From an optimization exercise on the open Yosys and OpenROAD flow, aimed at small area; shortcuts taken in it are not production practice.
In this exercise RTL edits were held to simulation tests only and were not proved equivalent to the original.
No activity file was given, so power comes from the tool's default toggle rates.

Design speckle_core, start of the top module:
module speckle_core (
    input  wire        clk,
    input  wire        rst,
    input  wire        cmd_valid,
    input  wire [31:0] cmd,
    output wire        busy,
    input  wire        transport_present,
    input  wire        cfg_variant,           
    input  wire [1:0]  cfg_width,             
    input  wire [9:0]  cfg_npix,
    input  wire [7:0]  cfg_t_settle,
    input  wire [7:0]  cfg_t_exit,
    input  wire [15:0] cfg_t_frame,
    input  wire [7:0]  cfg_reg_burst_start,
    input  wire [7:0]  cfg_reg_reset,
    input  wire [7:0]  cfg_reg_laser_ctrl,
    input  wire [7:0]  cfg_reg_frame_capture,
    input  wire [7:0]  cfg_reg_pixel,
    input  wire [55:0] cfg_reg_other,         
    input  wire [7:0]  cfg_reset_sentinel,
    input  wire [7:0]  cfg_cap_cmd1,
    input  wire [7:0]  cfg_cap_cmd2,
    input  wire [7:0]  cfg_laser_fd_mask,
    input  wire        cfg_burst_pre_wait,
    input  wire        cfg_burst_byte_delay,
    input  wire [15:0] cfg_max_att,
    input  wire        cfg_max_att_inf,
    output reg         cs,
    output wire        xfer_req,
    output reg  [7:0]  xfer_out,
    input  wire        xfer_ack,
    input  wire [7:0]  xfer_in,
    output wire [7:0]  status,
    output reg  [3:0]  fault,
    output reg  [9:0]  finfo,
    output reg  [8:0]  flog,
    output reg  [1:0]  pstate,
    output wire [2:0]  fstate,
    output reg  [7:0]  resb,
    output reg  [15:0] res0,
    output wire [15:0] res1,
    output wire [15:0] dx,
    output wire [15:0] dy,
    output reg  [7:0]  sq,
    output wire [15:0] shutter,
    output reg  [7:0]  pixmax,
    output wire [7:0]  pixacc,
    output reg  [7:0]  motion,
    output reg  [7:0]  obs,
    output reg  [7:0]  pixsum,
    output reg  [7:0]  pixmin,
    output wire [15:0] fperiod,
    output reg         pix_valid,
    output wire [9:0]  pix_index,
    output reg  [6:0]  pix_data
);
For scale: ~1400 cells after synthesis, about 340 flip-flops, ~460 I/O pins, ~16000 µm² of cells after synthesis.
Settings: LEC_CHECK=0, CAP_MARGIN=0, CORE_MARGIN=2, CORE_UTILIZATION=70, GPL_TIMING_DRIVEN=0, PLACE_DENSITY=0.8, SLEW_MARGIN=0; clock period 10.0 ns.
standard.sh (not shown) runs the stock make flow with config.mk's settings and CLKGATE_MAP_FILE= SYNTH_SCRIPT=/design/flow/synth_recipe.tcl, a recipe that flattens the netlist after the stock synthesis.
==> flow/flow/run.sh <==
#!/bin/bash
set -euo pipefail
export BUFFER_PORTS_ARGS="-buffer_cell sky130_fd_sc_hd__buf_1"
export CTS_ARGS="-sink_clustering_enable -repair_clock_nets -dont_use_dummy_load -sink_clustering_size 20 -sink_clustering_max_diameter 50 -buf_list {sky130_fd_sc_hd__clkbuf_8}"
bash standard.sh > standard_make.log 2>&1
Edit:
--- a/flow/config.mk
+++ b/flow/config.mk
@@ -11 +10,0 @@
-export GPL_TIMING_DRIVEN = 0
Final cell count decreases by 4.1%.
Wire length is lower by 4.5%.
Global-route usage drops by 2.1 points.
Clock-buffer cell count is unchanged.
Core utilization shrinks by 2.3 points.
Via count goes down by 5.0%.
Worst setup slack got worse by 0.053 ns.
Die area stays the same.
Power goes down by 1.6%.
Synthesized area is unchanged.
Combinational power went down by 11%.


speckle_core, a different RTL version from the one above (not shown whole).
Size: roughly 340 flip-flops.
Settings: LEC_CHECK=0, CAP_MARGIN=20, CORE_MARGIN=2, CORE_UTILIZATION=70, PLACE_DENSITY=0.8, SLEW_MARGIN=20; clock period 10.0 ns.
==> flow/flow/run.sh <==
#!/bin/bash
set -euo pipefail
export BUFFER_PORTS_ARGS="-buffer_cell sky130_fd_sc_hd__buf_1"
export CTS_ARGS="-sink_clustering_enable -repair_clock_nets -dont_use_dummy_load -sink_clustering_size 16 -sink_clustering_max_diameter 60 -buf_list {sky130_fd_sc_hd__clkbuf_8}"
bash standard.sh > standard_make.log 2>&1
Next try:
==> flow/flow/run.sh (replaced) <==
#!/bin/bash
set -euo pipefail
export BUFFER_PORTS_ARGS="-buffer_cell sky130_fd_sc_hd__buf_1"
export CTS_ARGS="-sink_clustering_enable -repair_clock_nets -dont_use_dummy_load -sink_clustering_size 17 -sink_clustering_max_diameter 70 -buf_list {sky130_fd_sc_hd__clkbuf_8}"
bash standard.sh > standard_make.log 2>&1
Result: Utilization came out lower by 0.24 points. Critical path depth shrinks by 3. Total power goes down by 1.6%.


RTL: one of the versions met above, not the one the previous note started from.
For scale: ~1400 cells after synthesis, ~340 flip-flops.
## speckle_core
module speckle_core (
    input  wire        clk,
    input  wire        rst,
    input  wire        cmd_valid,
    input  wire [31:0] cmd,
    output wire        busy,
    input  wire        transport_present,
    input  wire        cfg_variant,           
    input  wire [1:0]  cfg_width,             
    input  wire [9:0]  cfg_npix,
    input  wire [7:0]  cfg_t_settle,
    input  wire [7:0]  cfg_t_exit,
    input  wire [15:0] cfg_t_frame,
    input  wire [7:0]  cfg_reg_burst_start,
    input  wire [7:0]  cfg_reg_reset,
    input  wire [7:0]  cfg_reg_laser_ctrl,
    input  wire [7:0]  cfg_reg_frame_capture,
    input  wire [7:0]  cfg_reg_pixel,
    input  wire [55:0] cfg_reg_other,         
    input  wire [7:0]  cfg_reset_sentinel,
    input  wire [7:0]  cfg_cap_cmd1,
    input  wire [7:0]  cfg_cap_cmd2,
    input  wire [7:0]  cfg_laser_fd_mask,
    input  wire        cfg_burst_pre_wait,
    input  wire        cfg_burst_byte_delay,
    input  wire [15:0] cfg_max_att,
    input  wire        cfg_max_att_inf,
    output reg         cs,
    output wire        xfer_req,
    output reg  [7:0]  xfer_out,
    input  wire        xfer_ack,
    input  wire [7:0]  xfer_in,
    output wire [7:0]  status,
    output reg  [3:0]  fault,
    output reg  [9:0]  finfo,
    output reg  [8:0]  flog,
    output reg  [1:0]  pstate,
    output wire [2:0]  fstate,
    output reg  [7:0]  resb,
    output reg  [15:0] res0,
    output wire [15:0] res1,
    output wire [15:0] dx,
    output wire [15:0] dy,
    output reg  [7:0]  sq,
    output wire [15:0] shutter,
    output reg  [7:0]  pixmax,
    output wire [7:0]  pixacc,
    output reg  [7:0]  motion,
    output reg  [7:0]  obs,
    output reg  [7:0]  pixsum,
    output reg  [7:0]  pixmin,
    output wire [15:0] fperiod,
    output reg         pix_valid,
    output wire [9:0]  pix_index,
    output reg  [6:0]  pix_data
);
    localparam [7:0] OP_INIT    = 8'h01;
    localparam [7:0] OP_SEL     = 8'h10;
    localparam [7:0] OP_DES     = 8'h11;
    localparam [7:0] OP_XFER    = 8'h12;
    localparam [7:0] OP_WRREG   = 8'h20;
    localparam [7:0] OP_RDREG   = 8'h21;
    localparam [7:0] OP_BBEGIN  = 8'h22;
  ...
clock: 10.0 ns
lec_check: 0
cap_margin: 20
core_margin: 2
core_utilization: 70
place_density: 0.8
slew_margin: 20
==> flow/flow/run.sh <==
#!/bin/bash
set -euo pipefail
export BUFFER_PORTS_ARGS="-buffer_cell sky130_fd_sc_hd__buf_1"
export CTS_ARGS="-sink_clustering_enable -repair_clock_nets -dont_use_dummy_load -sink_clustering_size 18 -sink_clustering_max_diameter 80 -buf_list {sky130_fd_sc_hd__clkbuf_8}"
bash standard.sh > standard_make.log 2>&1
Edit:
==> flow/flow/run.sh (replaced) <==
#!/bin/bash
set -euo pipefail
export BUFFER_PORTS_ARGS="-buffer_cell sky130_fd_sc_hd__buf_1"
bash standard.sh > standard_make.log 2>&1
- CORE_UTILIZATION: 70 -> 40
- PLACE_DENSITY: 0.8 -> 0.6
The changed run completed with no timing, DRC or antenna violations.
Sequential cell count does not change.
Design area goes up by 7.4%.
Sequential power hardly moves.
Edit:
==> flow/flow/run.sh (replaced) <==
#!/bin/bash
set -euo pipefail
export BUFFER_PORTS_ARGS="-buffer_cell sky130_fd_sc_hd__buf_1"
export CTS_ARGS="-sink_clustering_enable -repair_clock_nets -dont_use_dummy_load -sink_clustering_size 16 -sink_clustering_max_diameter 60 -buf_list {sky130_fd_sc_hd__clkbuf_8}"
bash standard.sh > standard_make.log 2>&1
- CORE_UTILIZATION: 40 -> 70
- PLACE_DENSITY: 0.6 -> 0.8
Outcome:
- clock-buffer cell count is lower by 12
- total power is lower by 20%
- first-iteration DRC count is higher by 27%
- non-clock buffer count is lower by 9
- wire length is lower by 3.9%
- final area is lower by 6.5%
- cell count is lower by 12%
- sequential power stays flat
- sequential share of layout area is higher by 3.4 points
- worst setup slack got worse by 0.068 ns
Edit:
==> flow/flow/run.sh (replaced) <==
#!/bin/bash
set -euo pipefail
export BUFFER_PORTS_ARGS="-buffer_cell sky130_fd_sc_hd__buf_1"
export CTS_ARGS="-sink_clustering_enable -repair_clock_nets -dont_use_dummy_load -sink_clustering_size 24 -sink_clustering_max_diameter 70 -buf_list {sky130_fd_sc_hd__clkbuf_16}"
bash standard.sh > standard_make.log 2>&1
=>
- The new run went through all stages and came out clean
- routed wire length rises by 0.50%
- design area grows by 0.50%
- die area stays the same
- first-iteration DRC count increases by 11%

[what the ideal ports hide]
How much do the figures lean on ideal ports? The routed layouts below were timed once more, with nothing changed but the port constraints. Step 1: set_driving_cell puts a clkbuf_16 on clk and a buf_2 on each other input, an assumption about the parent block. Step 2 adds t to the input delays and takes it off the output delays; t is the mean of the earliest and latest rising clock arrival at the registers after step 1. Input paths then give back, and output paths get back, about the clock's delay inside the block. a / b / c = ideal / step 1 / step 2; a / b = the first two.
| run | t, ns | slack for setup (ns) | worst setup path after step 2 | slew at the worst register clock pin (ns) | worst data-port slew with drivers (ns) |
|---|---|---|---|---|---|
| the first run of note 1 | 0.618 | 4.170 / 4.123 / 3.594 | input to register | 0.12 / 0.12 | 0.08 |
| the second run of note 1 | 0.620 | 4.117 / 4.135 / 3.515 | input to register | 0.12 / 0.12 | 0.07 |
| the first run of note 2 | 0.615 | 4.226 / 4.204 / 3.628 | input to register | 0.10 / 0.10 | 0.07 |
| the second run of note 2 | 0.610 | 4.208 / 4.162 / 3.705 | input to register | 0.12 / 0.12 | 0.07 |
| the first run of note 3 | 0.606 | 4.111 / 4.132 / 3.526 | input to register | 0.12 / 0.12 | 0.09 |
| the second run of note 3 | 0.589 | 4.161 / 4.109 / 3.613 | input to register | 0.07 / 0.07 | 0.08 |
| the third run of note 3 | 0.607 | 4.093 / 4.114 / 3.507 | input to register | 0.10 / 0.10 | 0.07 |
| the fourth run of note 3 | 0.551 | 4.043 / 4.067 / 3.516 | input to register | 0.10 / 0.10 | 0.08 |
After both steps every run listed still meets setup and hold. For the second run of note 1, which loses most, drivers alone change the setup slack by +0.018 ns; drivers and shift together by -0.602 ns.
